Context: an optimization exercise on an open-source flow, tuned for small area. The choices shown serve that exercise and are no tape-out recipe. At most, simulation tests tie the RTL to the original design; equivalence was not proved. No activity file was given, so power comes from the tool's default toggle rates.

==> inputs of job 2548 <==
==> flow/design.v <==
module zcpf_nec (
    input  wire       clk,
    input  wire       rst,
    input  wire       zc_in,
    input  wire       ir_in,
    input  wire       dt_tick,
    input  wire       tb_tick,
    input  wire [3:0] addr,
    input  wire [7:0] wdata,
    input  wire       rd,
    input  wire       wr,
    output reg  [7:0] rdata,
    output wire       gate_n
);
    localparam [2:0] S_IDLE    = 3'd0;
    localparam [2:0] S_MARK    = 3'd1;
    localparam [2:0] S_SPACE   = 3'd2;
    localparam [2:0] S_HIGHBIT = 3'd3;
    localparam [2:0] S_LOWBIT  = 3'd4;
    localparam [2:0] S_REPEAT  = 3'd5;
    function [7:0] lut;
        input [3:0] l;
        begin
            lut[7] = ~l[3] & ~(l[2] & l[1]);
            lut[6] = ~(l[3] | (~l[2] & l[1] & l[0]) | (l[2] & ~l[1]));
            lut[5] = (~l[3] & ~l[2] & l[0]) | (~l[2] & ~l[1] & ~l[0]) | (l[2] & l[1] & ~l[0]);
            lut[4] = l[3] | ~(l[1] ^ l[0]);
            lut[3] = ~(l[3] ^ l[0]);
            lut[2] = ~l[2];
            lut[1] = ~l[1];
            lut[0] = ~l[0];
        end
    endfunction
    function [3:0] pa_idx;
        input       k;
        input [3:0] l;
        begin
            pa_idx = {l[3] | k, l[2] & ~k, l[1] & ~k, l[0] | k};
        end
    endfunction
    reg  [2:0]  ir_state;
    reg  [7:0]  dly_cnt;
    reg         dly_armed;
    reg         gate;
    reg         run;
    reg  [3:0]  level;
    reg         start_req;
    reg  [7:0]  kick_cnt;
    reg  [15:0] tb_cnt;
    reg  [7:0]  hc_cnt;
    reg  [7:0]  ovf_cnt;
    reg         ir_level;
    reg  [15:0] ivc;         
    reg  [31:1] acc;
    reg  [4:0]  bitcnt;
    reg  [31:0] frame;
    reg  [1:0]  ir_idle;
    reg         frame_rdy;
    reg         rpt_pend;
    reg         ovf_f;
    reg         zc_f;
    reg  [4:0]  pulse_cnt;
    reg         zc_prev;
    reg         ir_prev;
    wire ir_now = ~ir_in;
    wire zc_ev  = zc_in & ~zc_prev;
    wire ir_ev  = ir_now ^ ir_prev;
    wire kick_on = (kick_cnt != 8'd0);
    wire [7:0] phase_angle = lut(pa_idx(kick_on, level));
    wire wr_level = wr && addr == 4'h0;
    wire wr_ctrl  = wr && addr == 4'h1;
    wire wr_flags = wr && addr == 4'h4;
    wire [3:0] lvl_n = wdata[7] ? 4'd0 : (wdata[6:0] > 7'd9) ? 4'd9 : wdata[3:0];
    reg  [3:0] w_level;
    reg        w_run;
    reg  [7:0] w_kick;
    reg        w_start_req;
    always @* begin
        w_level     = level;
        w_run       = run;
        w_kick      = kick_cnt;
        w_start_req = start_req;
        if (wr_level) begin
            w_level     = lvl_n;
            w_start_req = 1'b0;
            if (lvl_n == 4'd0) begin
                w_run  = 1'b0;
                w_kick = 8'd0;
            end else if (!run && start_req) begin
                w_run  = 1'b1;
                w_kick = 8'd200;
            end
        end else if (wr_ctrl) begin
            w_start_req = wdata[0];
        end
    end
    wire w_kick_on = (w_kick != 8'd0);
    wire [7:0] w_pa = lut(pa_idx(w_kick_on, w_level));
    wire w_full = w_kick_on || (w_level[3] && w_level[0]);
    wire dly_zero = (dly_cnt == 8'd0);
    wire expire   = dt_tick && dly_armed && !zc_ev && dly_zero;
    wire [7:0] dly_x = zc_ev ? w_pa : dly_cnt;
    wire [7:0] n_dly = (dt_tick && (zc_ev || dly_armed) && !(dly_zero && !zc_ev)) ?
                       dly_x - 8'd1 : dly_x;
    wire n_armed = zc_ev || (dly_armed && !expire);
    wire n_gate  = (zc_ev && w_run && w_full) || (gate && !expire);
    wire [7:0] n_kick = (zc_ev && w_kick_on) ? w_kick - 8'd1 : w_kick;
    wire pulse_start = expire && w_run;
    wire iv_hi0   = (ivc[15:10] == 6'd0);
    wire [9:0] ivl = ivc[9:0];
    wire iv_ge787 = !iv_hi0 || ivl >= 10'd787;
    wire iv_lt394 = iv_hi0 && ivl < 10'd394;
    wire iv_bit   = iv_hi0 && ivl >= 10'd56 && ivl <= 10'd84;
    wire iv_low   = iv_hi0 && ivl >= 10'd56 && ivl <= 10'd252;
    wire iv_b     = !iv_hi0 || ivl >= 10'd168;
    reg  [2:0] n_state;
    reg  [4:0] n_bitcnt;
    reg        n_frame_ld;
    reg        rpt_set;
    reg        err;
    always @* begin
        n_state    = ir_state;
        n_bitcnt   = bitcnt;
        n_frame_ld = 1'b0;
        rpt_set    = 1'b0;
        err        = 1'b0;
        if (ir_ev) begin
            case (ir_state)
                S_IDLE: begin
                    if (ir_now) begin
                        n_state  = S_MARK;
                        n_bitcnt = 5'd0;
                    end
                end
                S_MARK: begin
                    err     = !iv_ge787;
                    n_state = S_SPACE;
                end
                S_SPACE: begin
                    n_state = iv_lt394 ? S_REPEAT : S_HIGHBIT;
                end
                S_HIGHBIT: begin
                    err     = !iv_bit;
                    n_state = S_LOWBIT;
                end
                S_LOWBIT: begin
                    err      = !iv_low;
                    n_state  = S_HIGHBIT;
                    n_bitcnt = bitcnt + 5'd1;
                    if (!err && bitcnt == 5'd31) begin
                        n_frame_ld = 1'b1;
                        n_state    = S_IDLE;
                    end
                end
                S_REPEAT: begin
                    err     = !iv_bit;
                    rpt_set = iv_bit;
                    n_state = S_IDLE;
                end
                default: n_state = S_IDLE;
            endcase
            if (err) begin
                n_state  = S_IDLE;
                n_bitcnt = 5'd0;
            end
        end
    end
    wire acc_sh = ir_ev && ir_state[2];
    wire [31:0] acc_new = {iv_b, acc[31:1]};
    wire ovf = tb_tick && (tb_cnt == 16'hFFFF);
    wire [1:0] e_idle = ir_ev ? 2'd0 : ir_idle;
    wire [1:0] n_idle = (ovf && e_idle != 2'd2) ? e_idle + 2'd1 : e_idle;
    wire n_frame_rdy = (frame_rdy && !(wr_flags && wdata[0])) || n_frame_ld;
    wire n_rpt_pend  = ((rpt_pend && !(wr_flags && wdata[1])) || rpt_set) &&
                       !(ovf && n_idle == 2'd2);
    wire n_ovf_f     = (ovf_f && !(wr_flags && wdata[2])) || ovf;
    wire n_zc_f      = (zc_f && !(wr_flags && wdata[3])) || zc_ev;
    reg [7:0] rd_view;
    always @* begin
        case (addr)
            4'h0: rd_view = {4'd0, level};
            4'h1: rd_view = {7'd0, start_req};
            4'h2: rd_view = phase_angle;
            4'h3: rd_view = {3'd0, ir_level, dly_armed, gate, kick_on, run};
            4'h4: rd_view = {4'd0, zc_f, ovf_f, rpt_pend, frame_rdy};
            4'h5: rd_view = hc_cnt;
            4'h6: rd_view = ovf_cnt;
            4'h7: rd_view = {ir_state, bitcnt};
            4'h8: rd_view = frame[7:0];
            4'h9: rd_view = frame[15:8];
            4'hA: rd_view = frame[23:16];
            4'hB: rd_view = frame[31:24];
            default: rd_view = 8'd0;
        endcase
    end
    always @(posedge clk) begin
        zc_prev <= zc_in;
        ir_prev <= ir_now;
        if (acc_sh)
            acc <= acc_new[31:1];
        if (ir_ev)
            ivc <= {15'd0, tb_tick};
        else
            ivc <= ivc + {15'd0, tb_tick};
        dly_cnt <= n_dly;
        if (rst) begin
            ir_state  <= S_IDLE;
            dly_armed <= 1'b0;
            gate      <= 1'b0;
            run       <= 1'b0;
            level     <= 4'd0;
            start_req <= 1'b0;
            kick_cnt  <= 8'd0;
            tb_cnt    <= 16'd0;
            hc_cnt    <= 8'd0;
            ovf_cnt   <= 8'd0;
            ir_level  <= 1'b0;
            bitcnt    <= 5'd0;
            frame     <= 32'd0;
            ir_idle   <= 2'd0;
            frame_rdy <= 1'b0;
            rpt_pend  <= 1'b0;
            ovf_f     <= 1'b0;
            zc_f      <= 1'b0;
            pulse_cnt <= 5'd0;
            rdata     <= 8'd0;
        end else begin
            ir_state  <= n_state;
            dly_armed <= n_armed;
            gate      <= n_gate;
            run       <= w_run;
            level     <= w_level;
            start_req <= w_start_req;
            kick_cnt  <= n_kick;
            tb_cnt    <= tb_cnt + {15'd0, tb_tick};
            if (zc_ev)
                hc_cnt <= hc_cnt + 8'd1;
            if (ovf)
                ovf_cnt <= ovf_cnt + 8'd1;
            if (ir_ev)
                ir_level <= ir_now;
            bitcnt    <= n_bitcnt;
            if (n_frame_ld)
                frame <= acc_new;
            ir_idle   <= n_idle;
            frame_rdy <= n_frame_rdy;
            rpt_pend  <= n_rpt_pend;
            ovf_f     <= n_ovf_f;
            zc_f      <= n_zc_f;
            if (pulse_start)
                pulse_cnt <= 5'd16;
            else if (pulse_cnt != 5'd0)
                pulse_cnt <= pulse_cnt - 5'd1;
            if (rd)
                rdata <= rd_view;
        end
    end
    assign gate_n = ~(gate | (pulse_cnt != 5'd0));
endmodule
==> flow/flow/run.sh <==
#!/bin/bash
# Own layout flow: the standard synthesis, then a stronger area-oriented
# re-mapping of its combinational logic (registers untouched), then the
# standard ORFS layout with smaller port buffers and no CTS dummy loads.
set -euo pipefail
W=$(pwd)
R=$W/orfs/results/$FLOW_PLATFORM/zcpf_nec/base
LIB=$FLOW_HOME/platforms/$FLOW_PLATFORM/lib/sky130_fd_sc_hd__tt_025C_1v80.lib
PCFG=$FLOW_HOME/platforms/$FLOW_PLATFORM/config.mk

# 1. standard synthesis
bash standard.sh synth > $W/log_1_standard_synth.txt 2>&1
cp $R/1_2_yosys.v $W/std_1_2_yosys.v

# 2. re-map the combinational logic; sequential cells are kept as they are
regs() { grep -oE '^\s*sky130_fd_sc_hd__(df|edf|sdf|dl)[a-z0-9_]+ +[^ ]+' "$1" | sed 's/^ *//' | sort; }
if bash $W/flow/reopt.sh $W/std_1_2_yosys.v $W/reopt_1_2_yosys.v $W/flow/reopt.abc \
     $FLOW_TOP $LIB $PCFG $W/log_2_reopt.txt $W/reopt_stat \
   && diff <(regs $W/std_1_2_yosys.v) <(regs $W/reopt_1_2_yosys.v) > $W/log_2_regdiff.txt; then
  cp $W/reopt_1_2_yosys.v $R/1_2_yosys.v
  touch $R/1_2_yosys.v
  echo "using the re-mapped netlist" >> $W/log_2_regdiff.txt
else
  echo "re-mapping failed or changed the registers; keeping the standard netlist" >> $W/log_2_regdiff.txt
fi

# 3. layout
export BUFFER_PORTS_ARGS="-buffer_cell sky130_fd_sc_hd__buf_1"
export CTS_ARGS="-sink_clustering_enable -repair_clock_nets -dont_use_dummy_load -buf_list {sky130_fd_sc_hd__clkbuf_4 sky130_fd_sc_hd__clkbuf_8}"
bash standard.sh finish > $W/log_3_standard_finish.txt 2>&1
test -f $W/out/final.def
==> flow/flow/reopt.abc <==
&get -n
&st
&deepsyn -T 90 -S 1 -t
&dch -f
&nf -a -R 1000
&put
print_stats
==> flow/flow/reopt.sh <==
#!/bin/bash
# Re-map the combinational logic of a mapped netlist with a stronger ABC script.
# Sequential cells and tie cells are kept as they are.
# usage: reopt.sh IN.v OUT.v ABC_SCRIPT TOP LIB PLATFORM_CONFIG LOG STAT_PREFIX
set -euo pipefail
IN=$1; OUT=$2; ABCS=$3; TOP=$4; LIB=$5; PCFG=$6; LOG=$7; STAT=$8
DU=$(sed -n '/^export DONT_USE_CELLS/,/^#/p' $PCFG | grep -oE 'sky130_fd_sc_hd__[A-Za-z0-9_]+' | sed 's/^/-dont_use /' | tr '\n' ' ')
YS=$(mktemp --suffix=.ys -p $(dirname $OUT))
cat > $YS <<EOF
read_liberty -ignore_miss_func $LIB
read_verilog $IN
hierarchy -top $TOP
blackbox sky130_fd_sc_hd__df* sky130_fd_sc_hd__edf* sky130_fd_sc_hd__sdf* sky130_fd_sc_hd__dl* sky130_fd_sc_hd__conb_1
tee -o ${STAT}_before.txt stat -liberty $LIB
flatten
rename -hide w:*.*
opt_clean -purge
abc -liberty $LIB $DU -dont_use sky130_fd_sc_hd__buf_1 -dont_use sky130_fd_sc_hd__buf_4 -script $ABCS
opt_clean -purge
delete =sky130_fd_sc_hd__*
read_liberty -lib -ignore_miss_func $LIB
opt_clean -purge
hilomap -singleton -hicell sky130_fd_sc_hd__conb_1 HI -locell sky130_fd_sc_hd__conb_1 LO
splitnets
opt_clean -purge
insbuf -buf sky130_fd_sc_hd__buf_4 A X
check -assert -mapped
tee -o ${STAT}_after.txt stat -liberty $LIB
write_verilog -noattr -nohex -nodec $OUT
EOF
yosys -s $YS > $LOG 2>&1
rm -f $YS
==> flow/standard.sh <==
#!/bin/bash
# synth_recipe.tcl (not shown) runs the flow's synth.tcl, then flattens the netlist and writes it again
# the make line also repeats each setting of config.mk as NAME=value (left out here)
make -C /OpenROAD-flow-scripts/flow DESIGN_CONFIG=/design/flow/config.mk WORK_HOME=/design/flow/orfs CLKGATE_MAP_FILE= SYNTH_SCRIPT=/design/flow/synth_recipe.tcl "${@:-finish}"
==> flow/config.mk <==
export PLATFORM = sky130hd
export DESIGN_NAME = zcpf_nec
export DESIGN_NICKNAME = zcpf_nec
export VERILOG_FILES = /design/flow/design.v
export SDC_FILE = /design/flow/constraint.sdc
export NUM_CORES = 4
export LEC_CHECK = 0
export CAP_MARGIN = 20
export CORE_MARGIN = 2
export CORE_UTILIZATION = 70
export CTS_BUF_LIST = sky130_fd_sc_hd__clkbuf_4 sky130_fd_sc_hd__clkbuf_8
export SLEW_MARGIN = 20
==> flow/constraint.sdc <==
create_clock -name core_clock -period 10.0 [get_ports {clk}]
set_input_delay 2.0000 -clock core_clock [delete_from_list [all_inputs] [get_ports {clk}]]
set_output_delay 2.0000 -clock core_clock [all_outputs]
set_load 0.01 [all_outputs]
==> inputs of job 7775, as changes to job 2548 <==
--- a/flow/design.v
+++ b/flow/design.v
@@ -21,19 +21,13 @@
     function [7:0] lut;
-        input [3:0] l;
+        input [3:0] idx;
         begin
-            lut[7] = ~l[3] & ~(l[2] & l[1]);
-            lut[6] = ~(l[3] | (~l[2] & l[1] & l[0]) | (l[2] & ~l[1]));
-            lut[5] = (~l[3] & ~l[2] & l[0]) | (~l[2] & ~l[1] & ~l[0]) | (l[2] & l[1] & ~l[0]);
-            lut[4] = l[3] | ~(l[1] ^ l[0]);
-            lut[3] = ~(l[3] ^ l[0]);
-            lut[2] = ~l[2];
-            lut[1] = ~l[1];
-            lut[0] = ~l[0];
-        end
-    endfunction
-    function [3:0] pa_idx;
-        input       k;
-        input [3:0] l;
-        begin
-            pa_idx = {l[3] | k, l[2] & ~k, l[1] & ~k, l[0] | k};
+            lut = (idx == 4'd0) ? 8'd255 :
+                  (idx == 4'd1) ? 8'd230 :
+                  (idx == 4'd2) ? 8'd205 :
+                  (idx == 4'd3) ? 8'd180 :
+                  (idx == 4'd4) ? 8'd155 :
+                  (idx == 4'd5) ? 8'd130 :
+                  (idx == 4'd6) ? 8'd105 :
+                  (idx == 4'd7) ? 8'd80  :
+                  (idx == 4'd8) ? 8'd55  : 8'd30;
         end
@@ -68,3 +62,3 @@
     wire kick_on = (kick_cnt != 8'd0);
-    wire [7:0] phase_angle = lut(pa_idx(kick_on, level));
+    wire [7:0] phase_angle = kick_on ? 8'd30 : lut(level);
     wire wr_level = wr && addr == 4'h0;
@@ -97,9 +91,8 @@
     wire w_kick_on = (w_kick != 8'd0);
-    wire [7:0] w_pa = lut(pa_idx(w_kick_on, w_level));
-    wire w_full = w_kick_on || (w_level[3] && w_level[0]);
+    wire [7:0] w_pa = w_kick_on ? 8'd30 : lut(w_level);
+    wire w_full = w_kick_on || (w_level == 4'd9);
     wire dly_zero = (dly_cnt == 8'd0);
     wire expire   = dt_tick && dly_armed && !zc_ev && dly_zero;
-    wire [7:0] dly_x = zc_ev ? w_pa : dly_cnt;
-    wire [7:0] n_dly = (dt_tick && (zc_ev || dly_armed) && !(dly_zero && !zc_ev)) ?
-                       dly_x - 8'd1 : dly_x;
+    wire [7:0] n_dly = zc_ev ? (dt_tick ? w_pa - 8'd1 : w_pa) :
+                       (dt_tick && dly_armed && !dly_zero) ? dly_cnt - 8'd1 : dly_cnt;
     wire n_armed = zc_ev || (dly_armed && !expire);
==> flow/run.sh (new file) <==
#!/bin/bash
# synth_recipe.tcl (not shown) runs the flow's synth.tcl, then flattens the netlist and writes it again
# the make line also repeats each setting of config.mk as NAME=value (left out here)
make -C /OpenROAD-flow-scripts/flow DESIGN_CONFIG=/design/flow/config.mk WORK_HOME=/design/flow/orfs CLKGATE_MAP_FILE= SYNTH_SCRIPT=/design/flow/synth_recipe.tcl finish
removed: flow/flow/run.sh
removed: flow/flow/reopt.abc
removed: flow/flow/reopt.sh
removed: flow/standard.sh
==> inputs of job 4647, as changes to job 2548 <==
--- a/flow/design.v
+++ b/flow/design.v
@@ -40,4 +40,30 @@
     endfunction
+    localparam [7:0] DLY_C1 = 8'h68;
+    function [7:0] elut;
+        input [3:0] l;
+        begin
+            elut[7] = l[1] | ~l[0];
+            elut[6] = ~l[1];
+            elut[5] = ~l[3] & l[0];
+            elut[4] = ~l[3];
+            elut[3] = l[2] & l[1] & l[0];
+            elut[2] = l[2] & l[1];
+            elut[1] = (l[3] | l[2]) & l[0];
+            elut[0] = (l[3] & ~l[0]) | l[2];
+        end
+    endfunction
+    localparam [7:0] KICK_START  = 8'hFF;
+    localparam [7:0] KICK_LAST   = 8'hFA;    
+    localparam [4:0] PULSE_START = 5'h1F;
+    localparam [4:0] PULSE_LAST  = 5'h14;    
+    function [7:0] lfsr8;                    
+        input [7:0] v;
+        lfsr8 = {v[6:0], v[7] ^ v[5] ^ v[4] ^ v[3]};
+    endfunction
+    function [4:0] lfsr5;                    
+        input [4:0] v;
+        lfsr5 = {v[3:0], v[4] ^ v[2]};
+    endfunction
     reg  [2:0]  ir_state;
-    reg  [7:0]  dly_cnt;
+    reg  [7:0]  dly_cnt;     
     reg         dly_armed;
@@ -47,3 +73,3 @@
     reg         start_req;
-    reg  [7:0]  kick_cnt;
+    reg  [7:0]  kick_cnt;    
     reg  [15:0] tb_cnt;
@@ -61,3 +87,3 @@
     reg         zc_f;
-    reg  [4:0]  pulse_cnt;
+    reg  [4:0]  pulse_cnt;   
     reg         zc_prev;
@@ -90,3 +116,3 @@
                 w_run  = 1'b1;
-                w_kick = 8'd200;
+                w_kick = KICK_START;
             end
@@ -97,3 +123,3 @@
     wire w_kick_on = (w_kick != 8'd0);
-    wire [7:0] w_pa = lut(pa_idx(w_kick_on, w_level));
+    wire [7:0] w_pa = elut(pa_idx(w_kick_on, w_level));
     wire w_full = w_kick_on || (w_level[3] && w_level[0]);
@@ -102,7 +128,8 @@
     wire [7:0] dly_x = zc_ev ? w_pa : dly_cnt;
-    wire [7:0] n_dly = (dt_tick && (zc_ev || dly_armed) && !(dly_zero && !zc_ev)) ?
-                       dly_x - 8'd1 : dly_x;
+    wire [7:0] n_dly = (dt_tick && (zc_ev || (dly_armed && !dly_zero))) ?
+                       ((dly_x == DLY_C1) ? 8'd0 : lfsr8(dly_x)) : dly_x;
     wire n_armed = zc_ev || (dly_armed && !expire);
     wire n_gate  = (zc_ev && w_run && w_full) || (gate && !expire);
-    wire [7:0] n_kick = (zc_ev && w_kick_on) ? w_kick - 8'd1 : w_kick;
+    wire [7:0] n_kick = (zc_ev && w_kick_on) ?
+                       ((w_kick == KICK_LAST) ? 8'd0 : lfsr8(w_kick)) : w_kick;
     wire pulse_start = expire && w_run;
@@ -250,5 +277,7 @@
             if (pulse_start)
-                pulse_cnt <= 5'd16;
+                pulse_cnt <= PULSE_START;
+            else if (pulse_cnt == PULSE_LAST)
+                pulse_cnt <= 5'd0;
             else if (pulse_cnt != 5'd0)
-                pulse_cnt <= pulse_cnt - 5'd1;
+                pulse_cnt <= lfsr5(pulse_cnt);
             if (rd)
--- a/flow/flow/run.sh
+++ b/flow/flow/run.sh
@@ -28,3 +28,3 @@
 export BUFFER_PORTS_ARGS="-buffer_cell sky130_fd_sc_hd__buf_1"
-export CTS_ARGS="-sink_clustering_enable -repair_clock_nets -dont_use_dummy_load -buf_list {sky130_fd_sc_hd__clkbuf_4 sky130_fd_sc_hd__clkbuf_8}"
+export CTS_ARGS="-sink_clustering_enable -repair_clock_nets -dont_use_dummy_load -sink_clustering_size 40 -sink_clustering_max_diameter 150 -buf_list {sky130_fd_sc_hd__clkbuf_8}"
 bash standard.sh finish > $W/log_3_standard_finish.txt 2>&1
==> comparison table <==
item                                                                                 job 2548                  job 4647    job 7775
Seq. cell area                                                                       3610 µm²                  3610 µm²    3690 µm²
Pin count of the biggest net entering global routing                                       38                        58         104
Post-layout instance area                                                            6870 µm²                  6900 µm²    8740 µm²
Share of total power consumed by net switching                                          27.3%                     23.6%       31.6%
Clock latency on the worst-skew pair                                                  0.43 ns                   0.44 ns     0.46 ns
Share of final layout cell area taken by clock buffers and inverters                    3.41%                     3.39%       5.04%
Clock slew seen by the registers of the worst setup and hold paths                    0.10 ns                   0.09 ns     0.08 ns
R2R cell count                                                                             15                        15          13
Average wire per cell in the routed design                                            17.4 µm                   18.4 µm     17.8 µm
Worst IR Drop VDD                                                                    0.111 mV                  0.125 mV    0.194 mV
Dominant cell type by count on the critical path                      sky130_fd_sc_hd__and3_1  sky130_fd_sc_hd__o21ai_0           -
Gp weighted congestion                                                                  0.922                     0.931       0.920
Syn Inst Count                                                                            653                       645         868
Skew final                                                                          0.0367 ns                 0.0325 ns  0.00814 ns
Outcome                                                              timing/DRC/antenna clean  timing/DRC/antenna clean  timing/DRC/antenna clean
Slack of the worst reg-to-reg path                                                    5.99 ns                   5.88 ns     6.67 ns
Detailed-route vias per instance                                                         6.57                      6.62        6.33
Only the layout flow was run in job 7775; the RTL was not checked for function there.

-- separate check: timing with driven ports --
In the flow no input, the clock included, has a driving cell. The finished layouts below were timed again as built, in two steps.
Step 1 sets driving cells, clkbuf_16 on the clock port and buf_2 on the other inputs (assumed; they add their load-dependent delay and slew).
Step 2 times the ports against the registers' clock, not the clock port: input delays grow and output delays shrink by t, the midpoint of the rising clock arrivals with the driver on.
a / b / c = no drivers / after step 1 / after step 2; a / b = the first two.
| run | t, ns | setup slack, ns | worst setup path at the end |
|---|---|---|---|
| job 2548 | 0.450 | 4.514 / 4.530 / 4.080 | input to register |
| job 7775 | 0.489 | 4.275 / 4.289 / 3.800 | input to register |
| job 4647 | 0.456 | 4.292 / 4.302 / 3.846 | input to register |
After both steps every run listed still meets setup and hold. For job 7775, which loses most, drivers alone change the setup slack by +0.014 ns; drivers and shift together by -0.475 ns.
